This is an optimization exercise on Yosys and OpenROAD, whose aim is small area, a short achievable clock period and few clock cycles, not a production implementation. Only simulation tests tie the RTL to the original design; equivalence was not proved. Power is estimated from default activity; no workload was simulated.

## flow/design.v

```verilog
`default_nettype none
module fex_core (
    input  wire        clk,
    input  wire        rst,
    output wire        mem_valid,
    output wire        mem_we,
    output wire [15:0] mem_addr,
    output wire [3:0]  mem_bank,
    output wire [7:0]  mem_wdata,
    input  wire        mem_ready,
    input  wire [7:0]  mem_rdata,
    output wire        in_ready,
    input  wire        in_valid,
    input  wire [7:0]  in_data,
    input  wire        in_end,
    output reg         out_valid,
    output reg  [7:0]  out_data,
    output wire        halted,
    output reg  [1:0]  fault,
    input  wire [2:0]  dbg_sel,
    output reg  [15:0] dbg_data
);
    localparam [5:0] OP_NOP = 6'd0,  OP_IMM = 6'd1,  OP_MOV = 6'd2,
                     OP_LDA = 6'd3,  OP_LDB = 6'd4,  OP_STA = 6'd5,
                     OP_STB = 6'd6,  OP_PUSH = 6'd7, OP_POP = 6'd8,
                     OP_ADD = 6'd9,  OP_SUB = 6'd10, OP_MUL = 6'd11,
                     OP_DIV = 6'd12, OP_AND = 6'd13, OP_OR = 6'd14,
                     OP_XOR = 6'd15, OP_NOT = 6'd16, OP_CMP = 6'd17,
                     OP_JA0 = 6'd18,
                     OP_JR0 = 6'd24,
                     OP_WRA = 6'd30, OP_WRR = 6'd31, OP_RDA = 6'd32;
    localparam [4:0] S_F0     = 5'd0,    
                     S_F1     = 5'd1,    
                     S_F2     = 5'd2,
                     S_F3     = 5'd3,
                     S_EXEC   = 5'd4,    
                     S_RD_LO  = 5'd5,    
                     S_RD_HI  = 5'd6,    
                     S_RD_DONE= 5'd7,    
                     S_WR_LO  = 5'd8,    
                     S_WR_HI  = 5'd9,    
                     S_ALU    = 5'd10,   
                     S_DIV    = 5'd11,   
                     S_OUT    = 5'd12,   
                     S_IN     = 5'd13,   
                     S_IN_WR  = 5'd14,   
                     S_ADV    = 5'd15,   
                     S_HALT   = 5'd16;
    localparam [1:0] F_INVALID_REG = 2'd1, F_BANK = 2'd2;
    reg [15:0] ra, rb, rx, ry;
    reg [14:0] sp;
    reg [15:0] ip;
    reg [7:0]  banknum;
    reg [7:0]  flags;
    reg [4:0]  state;
    reg [5:0]  opi;           
    reg [2:0]  len;           
    reg [7:0]  op1, op2, op3;
    reg [15:0] addr_lo, addr_hi;
    reg [7:0]  rlo, rhi;
    reg [15:0] wdata;
    reg [15:0] opa, opb;
    reg        phase;
    reg [15:0] taddr;         
    reg        in_last;
    reg [7:0]  in_byte;
    reg [15:0] quo;
    reg [15:0] rem;
    reg [4:0]  cnt;
    function [2:0] op_len(input [5:0] i);
        begin
            case (i)
                OP_IMM: op_len = 3'd4;
                OP_MOV, OP_LDA, OP_LDB, OP_STA, OP_STB, OP_PUSH, OP_POP,
                6'd24, 6'd25, 6'd26, 6'd27, 6'd28, 6'd29, OP_WRR: op_len = 3'd2;
                6'd18, 6'd19, 6'd20, 6'd21, 6'd22, 6'd23, OP_WRA, OP_RDA: op_len = 3'd3;
                default: op_len = 3'd1;
            endcase
        end
    endfunction
    function has_reg(input [5:0] i);
        begin
            case (i)
                OP_IMM, OP_LDA, OP_LDB, OP_STA, OP_STB, OP_PUSH, OP_POP,
                6'd24, 6'd25, 6'd26, 6'd27, 6'd28, 6'd29, OP_WRR: has_reg = 1'b1;
                default: has_reg = 1'b0;
            endcase
        end
    endfunction
    function [2:0] jpat(input [2:0] k);
        begin
            case (k)
                3'd0: jpat = 3'b001;
                3'd1: jpat = 3'b000;
                3'd2: jpat = 3'b010;
                3'd3: jpat = 3'b100;
                3'd4: jpat = 3'b011;
                default: jpat = 3'b101;
            endcase
        end
    endfunction
    function [15:0] reg_rd(input [2:0] i);
        begin
            case (i)
                3'd0: reg_rd = ra;
                3'd1: reg_rd = rb;
                3'd2: reg_rd = rx;
                3'd3: reg_rd = ry;
                3'd4: reg_rd = {1'b0, sp};
                3'd5: reg_rd = ip;
                3'd6: reg_rd = {8'd0, banknum};
                default: reg_rd = {8'd0, flags};
            endcase
        end
    endfunction
    wire [7:0]  fetch_mod = mem_rdata % 8'd33;
    wire [5:0]  fetch_idx = fetch_mod[5:0];
    wire [15:0] imm16     = {op2, op1};            
    wire [15:0] imm_val   = {op3, op2};            
    wire [2:0]  r_idx     = op1[2:0];
    wire        r_bad     = (op1 > 8'd7);
    wire [15:0] r_val     = reg_rd(r_idx);
    wire [2:0]  mov_src   = op1[5:3];
    wire [2:0]  mov_dst   = op1[2:0];
    wire [15:0] mov_val   = reg_rd(mov_src);
    wire [15:0] rword     = {rhi, rlo};
    wire [5:0]  jr_kind   = opi - OP_JR0;
    wire [5:0]  ja_kind   = opi - OP_JA0;
    wire [14:0] sp_m1 = sp - 15'd1;
    wire [14:0] sp_m2 = sp - 15'd2;
    wire [14:0] sp_m3 = sp - 15'd3;
    wire [14:0] sp_m4 = sp - 15'd4;
    wire [14:0] sp_p1 = sp + 15'd1;
    wire [15:0] ip_adv = ip[15] ? (ip + {13'd0, len}) : {1'b0, ip[14:0] + {12'd0, len}};
    reg        bus_valid, bus_we;
    reg [15:0] bus_addr;
    reg [7:0]  bus_wdata;
    always @(*) begin
        bus_valid = 1'b0;
        bus_we    = 1'b0;
        bus_addr  = ip;
        bus_wdata = 8'd0;
        case (state)
            S_F0:    begin bus_valid = 1'b1; bus_addr = ip; end
            S_F1:    begin bus_valid = 1'b1; bus_addr = ip + 16'd1; end
            S_F2:    begin bus_valid = 1'b1; bus_addr = ip + 16'd2; end
            S_F3:    begin bus_valid = 1'b1; bus_addr = ip + 16'd3; end
            S_RD_LO: begin bus_valid = 1'b1; bus_addr = addr_lo; end
            S_RD_HI: begin bus_valid = 1'b1; bus_addr = addr_hi; end
            S_WR_LO: begin
                bus_valid = ~addr_lo[15]; bus_we = 1'b1;
                bus_addr  = addr_lo;      bus_wdata = wdata[7:0];
            end
            S_WR_HI: begin
                bus_valid = ~addr_hi[15]; bus_we = 1'b1;
                bus_addr  = addr_hi;      bus_wdata = wdata[15:8];
            end
            S_OUT:   begin bus_valid = 1'b1; bus_addr = taddr; end
            S_IN_WR: begin
                bus_valid = ~taddr[15]; bus_we = 1'b1;
                bus_addr  = taddr;      bus_wdata = in_byte;
            end
            default: ;
        endcase
    end
    assign mem_valid = bus_valid;
    assign mem_we    = bus_we;
    assign mem_addr  = bus_addr;
    assign mem_wdata = bus_wdata;
    assign mem_bank  = banknum[3:0];
    assign in_ready  = (state == S_IN);
    assign halted    = (state == S_HALT);
    wire bus_done = bus_valid & mem_ready;
    always @(*) dbg_data = reg_rd(dbg_sel);
    reg [15:0] alu_res;
    always @(*) begin
        case (opi)
            OP_ADD:  alu_res = opa + opb;
            OP_SUB:  alu_res = opa - opb;
            OP_MUL:  alu_res = opa * opb;
            OP_AND:  alu_res = opa & opb;
            OP_OR:   alu_res = opa | opb;
            OP_XOR:  alu_res = opa ^ opb;
            default: alu_res = quo;
        endcase
    end
    wire [16:0] rem_sh  = {rem, quo[15]};
    wire [16:0] rem_sub = rem_sh - {1'b0, opb};
    wire        div_ge  = ~rem_sub[16];
    task automatic reg_wr(input [2:0] i, input [15:0] v);
        begin
            case (i)
                3'd0: ra <= v;
                3'd1: rb <= v;
                3'd2: rx <= v;
                3'd3: ry <= v;
                3'd4: sp <= v[14:0];
                3'd5: ip <= v;
                3'd6: banknum <= v[7:0];
                default: flags <= v[7:0];
            endcase
        end
    endtask
    always @(posedge clk) begin
        out_valid <= 1'b0;
        if (rst) begin
            ra <= 16'd0; rb <= 16'd0; rx <= 16'd0; ry <= 16'd0;
            sp <= 15'd0; ip <= 16'h8000; banknum <= 8'd0; flags <= 8'd0;
            state <= S_F0;
            fault <= 2'd0;
            out_data <= 8'd0;
            opi <= 6'd0; len <= 3'd1;
            op1 <= 8'd0; op2 <= 8'd0; op3 <= 8'd0;
            addr_lo <= 16'd0; addr_hi <= 16'd0;
            rlo <= 8'd0; rhi <= 8'd0; wdata <= 16'd0;
            opa <= 16'd0; opb <= 16'd0; phase <= 1'b0;
            taddr <= 16'd0; in_last <= 1'b0; in_byte <= 8'd0;
            quo <= 16'd0; rem <= 16'd0; cnt <= 5'd0;
        end else begin
            case (state)
                S_F0: if (bus_done) begin
                    opi <= fetch_idx;
                    len <= op_len(fetch_idx);
                    state <= (op_len(fetch_idx) == 3'd1) ? S_EXEC : S_F1;
                end
                S_F1: if (bus_done) begin
                    op1 <= mem_rdata;
                    state <= (len == 3'd2) ? S_EXEC : S_F2;
                end
                S_F2: if (bus_done) begin
                    op2 <= mem_rdata;
                    state <= (len == 3'd3) ? S_EXEC : S_F3;
                end
                S_F3: if (bus_done) begin
                    op3 <= mem_rdata;
                    state <= S_EXEC;
                end
                S_EXEC: begin
                    phase <= 1'b0;
                    if (has_reg(opi) && r_bad) begin
                        fault <= F_INVALID_REG;
                        state <= S_HALT;
                    end else begin
                        case (opi)
                            OP_NOP: state <= S_ADV;
                            OP_IMM: begin
                                if (r_idx == 3'd6 && imm_val[7:0] > 8'd15) begin
                                    fault <= F_BANK;
                                    state <= S_HALT;
                                end else begin
                                    reg_wr(r_idx, imm_val);
                                    state <= S_ADV;
                                end
                            end
                            OP_MOV: begin
                                if (mov_dst == 3'd6 && mov_val[7:0] > 8'd15) begin
                                    fault <= F_BANK;
                                    state <= S_HALT;
                                end else begin
                                    reg_wr(mov_dst, mov_val);
                                    state <= S_ADV;
                                end
                            end
                            OP_LDA, OP_LDB: begin
                                addr_lo <= r_val;
                                addr_hi <= r_val + 16'd1;
                                state <= S_RD_LO;
                            end
                            OP_STA, OP_STB: begin
                                addr_lo <= r_val;
                                addr_hi <= r_val + 16'd1;
                                wdata <= (opi == OP_STA) ? ra : rb;
                                state <= S_WR_LO;
                            end
                            OP_PUSH: begin
                                addr_lo <= {1'b0, sp};
                                addr_hi <= {1'b0, sp_p1};
                                wdata <= r_val;
                                state <= S_WR_LO;
                            end
                            OP_POP: begin
                                addr_lo <= {1'b0, sp};
                                addr_hi <= {1'b0, sp_p1};
                                state <= S_RD_LO;
                            end
                            OP_ADD, OP_SUB, OP_MUL, OP_DIV, OP_AND, OP_OR,
                            OP_XOR, OP_NOT, OP_CMP: begin
                                addr_lo <= {1'b0, sp_m2};
                                addr_hi <= {1'b0, sp_m1};
                                state <= S_RD_LO;
                            end
                            OP_WRA: begin
                                taddr <= imm16;
                                state <= S_OUT;
                            end
                            OP_WRR: begin
                                taddr <= r_val;
                                state <= S_OUT;
                            end
                            OP_RDA: begin
                                taddr <= imm16;
                                state <= S_IN;
                            end
                            default: begin
                                if (opi >= OP_JR0) begin
                                    if (flags[2:0] == jpat(jr_kind[2:0])) begin
                                        ip <= r_val;
                                        state <= S_F0;
                                    end else
                                        state <= S_ADV;
                                end else begin
                                    if (flags[2:0] == jpat(ja_kind[2:0])) begin
                                        ip <= imm16;
                                        state <= S_F0;
                                    end else
                                        state <= S_ADV;
                                end
                            end
                        endcase
                    end
                end
                S_RD_LO: if (bus_done) begin
                    rlo <= mem_rdata;
                    state <= S_RD_HI;
                end
                S_RD_HI: if (bus_done) begin
                    rhi <= mem_rdata;
                    state <= S_RD_DONE;
                end
                S_RD_DONE: begin
                    case (opi)
                        OP_LDA: begin ra <= rword; state <= S_ADV; end
                        OP_LDB: begin rb <= rword; state <= S_ADV; end
                        OP_POP: begin
                            if (r_idx == 3'd6 && rword[7:0] > 8'd15) begin
                                fault <= F_BANK;
                                state <= S_HALT;
                            end else begin
                                reg_wr(r_idx, rword);
                                state <= S_ADV;
                            end
                        end
                        OP_NOT: begin
                            wdata <= ~rword;
                            state <= S_WR_LO;
                        end
                        default: begin
                            if (!phase) begin
                                opb <= rword;
                                phase <= 1'b1;
                                addr_lo <= {1'b0, sp_m4};
                                addr_hi <= {1'b0, sp_m3};
                                state <= S_RD_LO;
                            end else begin
                                opa <= rword;
                                if (opi == OP_DIV) begin
                                    quo <= rword;
                                    rem <= 16'd0;
                                    cnt <= 5'd16;
                                    state <= S_DIV;
                                end else
                                    state <= S_ALU;
                            end
                        end
                    endcase
                end
                S_DIV: begin
                    if (cnt == 5'd0)
                        state <= S_ALU;
                    else begin
                        if (div_ge) begin
                            rem <= rem_sub[15:0];
                            quo <= {quo[14:0], 1'b1};
                        end else begin
                            rem <= rem_sh[15:0];
                            quo <= {quo[14:0], 1'b0};
                        end
                        cnt <= cnt - 5'd1;
                    end
                end
                S_ALU: begin
                    if (opi == OP_CMP) begin
                        if (opa == opb)      flags <= {flags[7:3], 3'b001};
                        else if (opa > opb)  flags <= {flags[7:3], 3'b010};
                        else                 flags <= {flags[7:3], 3'b100};
                        sp <= sp_m4;
                        state <= S_ADV;
                    end else begin
                        wdata <= alu_res;
                        addr_lo <= {1'b0, sp_m4};
                        addr_hi <= {1'b0, sp_m3};
                        sp <= sp_m2;
                        state <= S_WR_LO;
                    end
                end
                S_WR_LO: if (bus_done || addr_lo[15]) state <= S_WR_HI;
                S_WR_HI: if (bus_done || addr_hi[15]) state <= S_ADV;
                S_OUT: if (bus_done) begin
                    out_valid <= 1'b1;
                    out_data <= mem_rdata;
                    taddr <= taddr + 16'd1;
                    if (mem_rdata == 8'd0) state <= S_ADV;
                end
                S_IN: if (in_valid) begin
                    in_last <= in_end;
                    in_byte <= in_end ? 8'd0 : in_data;
                    state <= S_IN_WR;
                end
                S_IN_WR: if (bus_done || taddr[15]) begin
                    taddr <= taddr + 16'd1;
                    state <= in_last ? S_ADV : S_IN;
                end
                S_ADV: begin
                    ip <= ip_adv;
                    state <= S_F0;
                end
                default: state <= S_HALT;    
            endcase
        end
    end
endmodule
`default_nettype wire
```

## flow/run.sh

```bash
#!/bin/bash
# synth_recipe.tcl (not shown) runs the flow's synth.tcl, then flattens the netlist and writes it again
# the make line also repeats each setting of config.mk as NAME=value (left out here)
make -C /OpenROAD-flow-scripts/flow DESIGN_CONFIG=/design/flow/config.mk WORK_HOME=/design/flow/orfs CLKGATE_MAP_FILE= SYNTH_SCRIPT=/design/flow/synth_recipe.tcl finish
```

## flow/config.mk

```make
export PLATFORM = sky130hd
export DESIGN_NAME = fex_core
export DESIGN_NICKNAME = fex_core
export VERILOG_FILES = /design/flow/design.v
export SDC_FILE = /design/flow/constraint.sdc
export NUM_CORES = 4
export LEC_CHECK = 0
export CAP_MARGIN = 20
export CORE_MARGIN = 2
export CORE_UTILIZATION = 40
export SLEW_MARGIN = 20
```

## flow/constraint.sdc

```tcl
create_clock -name core_clock -period 8.0 [get_ports {clk}]
set_input_delay 1.6000 -clock core_clock [delete_from_list [all_inputs] [get_ports {clk}]]
set_output_delay 1.6000 -clock core_clock [all_outputs]
set_load 0.01 [all_outputs]
```

==> run_results.csv <==
group,metric,value,unit
route,drc,0,
finish,final_common_cell,"nor2_1",
floorplan,start_util,40.4,%
floorplan,die_height,273,um
clock_network,cts_max_path_buffers,3,
sta,max_clock_freq,151,MHz
finish,stdcell_count,4803,
placement,dp_hpwl,89.8,mm
sta,hold_viol_final,0,
power,combinationalPowerShare,36.5,%
route,wl_per_cell,25.4,um
power,internal-power,3.52,mW
synth,ys_async_sr_fraction,0,%
global_route,grt_pass1_vias,27400,
clock_network,hold_buffers,0,
floorplan,die_area,74400,sq um
clock_network,clkTransAtPathRegs,60,ps
sta,min_period_over_period,82.8,%
job,cap_violations,0,
status,status,"complete, no violations",
global_route,grt_overflow,0,
critical_path,cp_max_fo,12,
power,power_switching,2.46,mW
clock_network,postCtsResizedCells,0,
critical_path,worstPathRequired,8450,ps
route,drtIter0Drc,3998,
power,switching_share,41.1,%
finish,layout-drive-gt1-share,6.62,%
clock_network,cts_tree,"done",
finish,area_growth_syn_to_layout,10.4,%
synth,syn_area,28900,sq um
synth,synth-seq-cells,320,
critical_path,critical_path_class,"reg -> reg",
critical_path,setup.worst_path.start_class,"flop",
floorplan,coreArea,71500,sq um
finish,nNetsFinal,4075,
clock_network,cts_buffers,41,
sta,slew_violations,0,
sta,tightest_slew,1220,ps
clock_network,cts-root-buf,"clkbuf_16",
finish,final_cell_mix,"nor2_1 (534), nand2_1 (460), a21oi_1 (324)",
floorplan,chipWidth,273,um
synth,avgSynthCellArea,7.41,sq um
sta,rsz0062_at_grt,"no",
power,p_seq_share,31.7,%
global_route,antenna_found_initial,3,
route,wl,122,mm
synth,synth.distinct_cells,100,
power,power_leakage,12.3,nW
critical_path,critPathArrivalTime,7070,ps
synth,synth_flop_cell,"dfxtp_1",
synth,syn_nets,4153,
route,detail-route-antenna-nets,0,
sta,relSlewSlack,18.5,%
clock_network,post_cts_buffers,0,
placement,portBuffers,82,
sta,finalCriticalPeriod,6620,ps
clock_network,clk_latency,590,ps
synth,ys.warnings.count,1,
synth,syn_inst,3900,
route,firstDrtPassIters,8,
synth,synth_area_leaders,"dfxtp_1 (22%), mux2i_1 (7.2%), nor2_1 (7.0%), ha_1 (6.2%), nand2_1 (6.0%)",
placement,dp.cells,4729,
critical_path,end_kind,"flop",
synth,synth_top_area_share,22.2,%
sta,setup_viol_count_final,0,
clock_network,clkSinkCount,320,
sta,fin_tns_setup,0,ps
route,vias,29800,
synth,yosysTopAreaCell,"dfxtp_1",
power,powerDensity,187,nW/um^2
synth,yosysSeqAreaShare,22.2,%
clock_network,cts-htree-levels,2,
placement,gp_congestion,1.02,
power,ir_drop,0.000151,V
global_route,track_usage,31.9,%
route,via_per_inst,6.20,
global_route,grt_pass1_wl,181,mm
hold_path,hold_path_class,"reg -> reg",
power,clockPowerShare,31.8,%
synth,synth_edf_count,0,
global_route,grt_max_degree,190,
floorplan,pin_count,83,
sta,fin_skew,22.6,ps
finish,nFillCells,7337,
floorplan,fp-row-count,98,
==> synth_stat cells (13+ instances only) <==
master	number
mux2i_1	208
a221oi_1	48
fa_1	86
a22oi_1	72
dfxtp_1	320
and2_1	24
inv_1	213
nor3b_1	13
o22ai_1	40
a21oi_1	326
a21boi_0	13
xor2_1	42
o211ai_1	53
nand3_1	80
mux2_2	35
buf_2	15
and3_1	26
nand2b_1	27
ha_1	143
a31oi_1	32
a21o_1	22
a311oi_1	14
nor3_1	78
nor2b_1	29
clkbuf_1	237
a211oi_1	53
or3_1	21
o21ai_0	209
xnor2_1	100
o221ai_1	26
nor2_1	536
nand2_1	460
o31ai_1	14
nor4_1	15
buf_1	27
==> layout make-up <==
type                       instances  area, sq um  share of cell area [%]
clock inverter                    15          143                   0.447
multi-input combinational       3072        20700                    64.8
sequential                       320         6410                    20.1
timing repair buffer             164         1440                    4.52
tap                              950         1190                    3.72
antenna                            1         2.50                 0.00784
inverter                         223          837                    2.62
clock buffer                      58         1210                    3.79
==> power groups by stage <==
stage / combinational (mW) / sequential [mW] / clock (mW)
global route: 2.32 / 1.90 / 1.99
detailed placement: 2.11 / 1.92 / 0
finish: 2.18 / 1.90 / 1.91
CTS: 2.11 / 1.88 / 1.93
floorplan: 1.47 / 1.79 / 0
global placement: 2.11 / 1.92 / 0
==> metal layers <==
layer  share of wire, %  GRT usage [%]  up-vias  wire length [um]
met5              0.022              0        -                27
met4                5.4           14.7        4              6590
met3                 11           7.33      309             13200
met2                 41           46.3     1676             50200
met1                 43           44.5    14200             51800
li1                   -              -    13600                 -
==> flip-flops by register name, indices dropped and copies added (netlist names), 15 cells and up, named ones only <==
register and flops:
ry 16, addr_lo 16, rem 16, taddr 16, addr_hi 16, rb 16, sp 15, ra 16
quo 16, rx 16, opb 16, opa 16, wdata 16, ip 16
==> cell families after synthesis <==
logic type,share of synthesized area [%]
multiplexers,9.58
AO/OA/AOI/OAI,24.4
XOR/XNOR,4.36
flip-flops,22.2
AND/OR/NAND/NOR,20.6
adder cells (fa/ha/maj),12.1
buffers and inverters,6.75
==> worst paths after layout <==
check,slack [ps],depth (start not counted),to,startpoint
hold reg to reg,450,2,addr_lo[4]$_SDFFE_PP0P_,addr_lo[4]$_SDFFE_PP0P_
hold / removal,450,2,addr_lo[4]$_SDFFE_PP0P_,addr_lo[4]$_SDFFE_PP0P_
setup reg to reg,1380,20,wdata[15]$_SDFFE_PP0P_,opb[1]$_SDFFE_PP0P_
setup / recovery,1380,20,wdata[15]$_SDFFE_PP0P_,opb[1]$_SDFFE_PP0P_
==> critical path: stages (launching register included) <==
cell and delay, ps:
dfxtp_1 600, clkinv_1 510, nor2_1 260, fa_1 460
fa_1 500, ha_1 140, inv_1 50, fa_1 480
fa_1 490, inv_1 60, fa_1 470, ha_1 360
or2_2 290, a21oi_1 160, a21oi_1 90, a311oi_1 410
o21bai_1 100, a21oi_1 270, xnor2_1 180, a2111oi_0 470
a211oi_1 130
==> metrics by stage <==
step	worst slack [ps]	hold WS (ps)	instance area, sq um	utilization (%)	total power [mW]
3_5_place_dp	1210	450	30600	42.7	4.02
6_report	1380	455	31900	44.6	5.98
2_1_floorplan	2150	432	28900	-	3.26
3_3_place_gp	1290	443	30500	42.7	4.02
4_1_cts	1440	457	31900	44.6	5.93
5_1_grt	812	476	31900	44.6	6.21
Testbench counts, summed over its fixed seeds: cycles 221,540.

[re-timing with driven ports]
The flow's constraints put no driver on any port. The routed layout listed below was extracted and timed again, unchanged, in two steps. Step 1 (the two cells are an assumption about what drives the block):
set clk [get_ports {clk}]
set_driving_cell -lib_cell sky130_fd_sc_hd__clkbuf_16 $clk
set_driving_cell -lib_cell sky130_fd_sc_hd__buf_2 [delete_from_list [all_inputs] $clk]
Step 2 moves the port delays by t, midway between the first and last clock arrival at a register: inputs arrive t later, outputs are due t later. That takes back most of the time a late clock gives input paths. Three values: ideal ports, drivers, drivers and shift; two values: the first two.
shift t [ns]: 0.643
setup WS [ns]: 1.379 / 1.379 / 1.151
worst slew at a driven data input, ns: 0.05
After both steps setup and hold are still met in this run. The setup slack of this run moves by 0.000 ns with the drivers and by -0.228 ns with both steps.
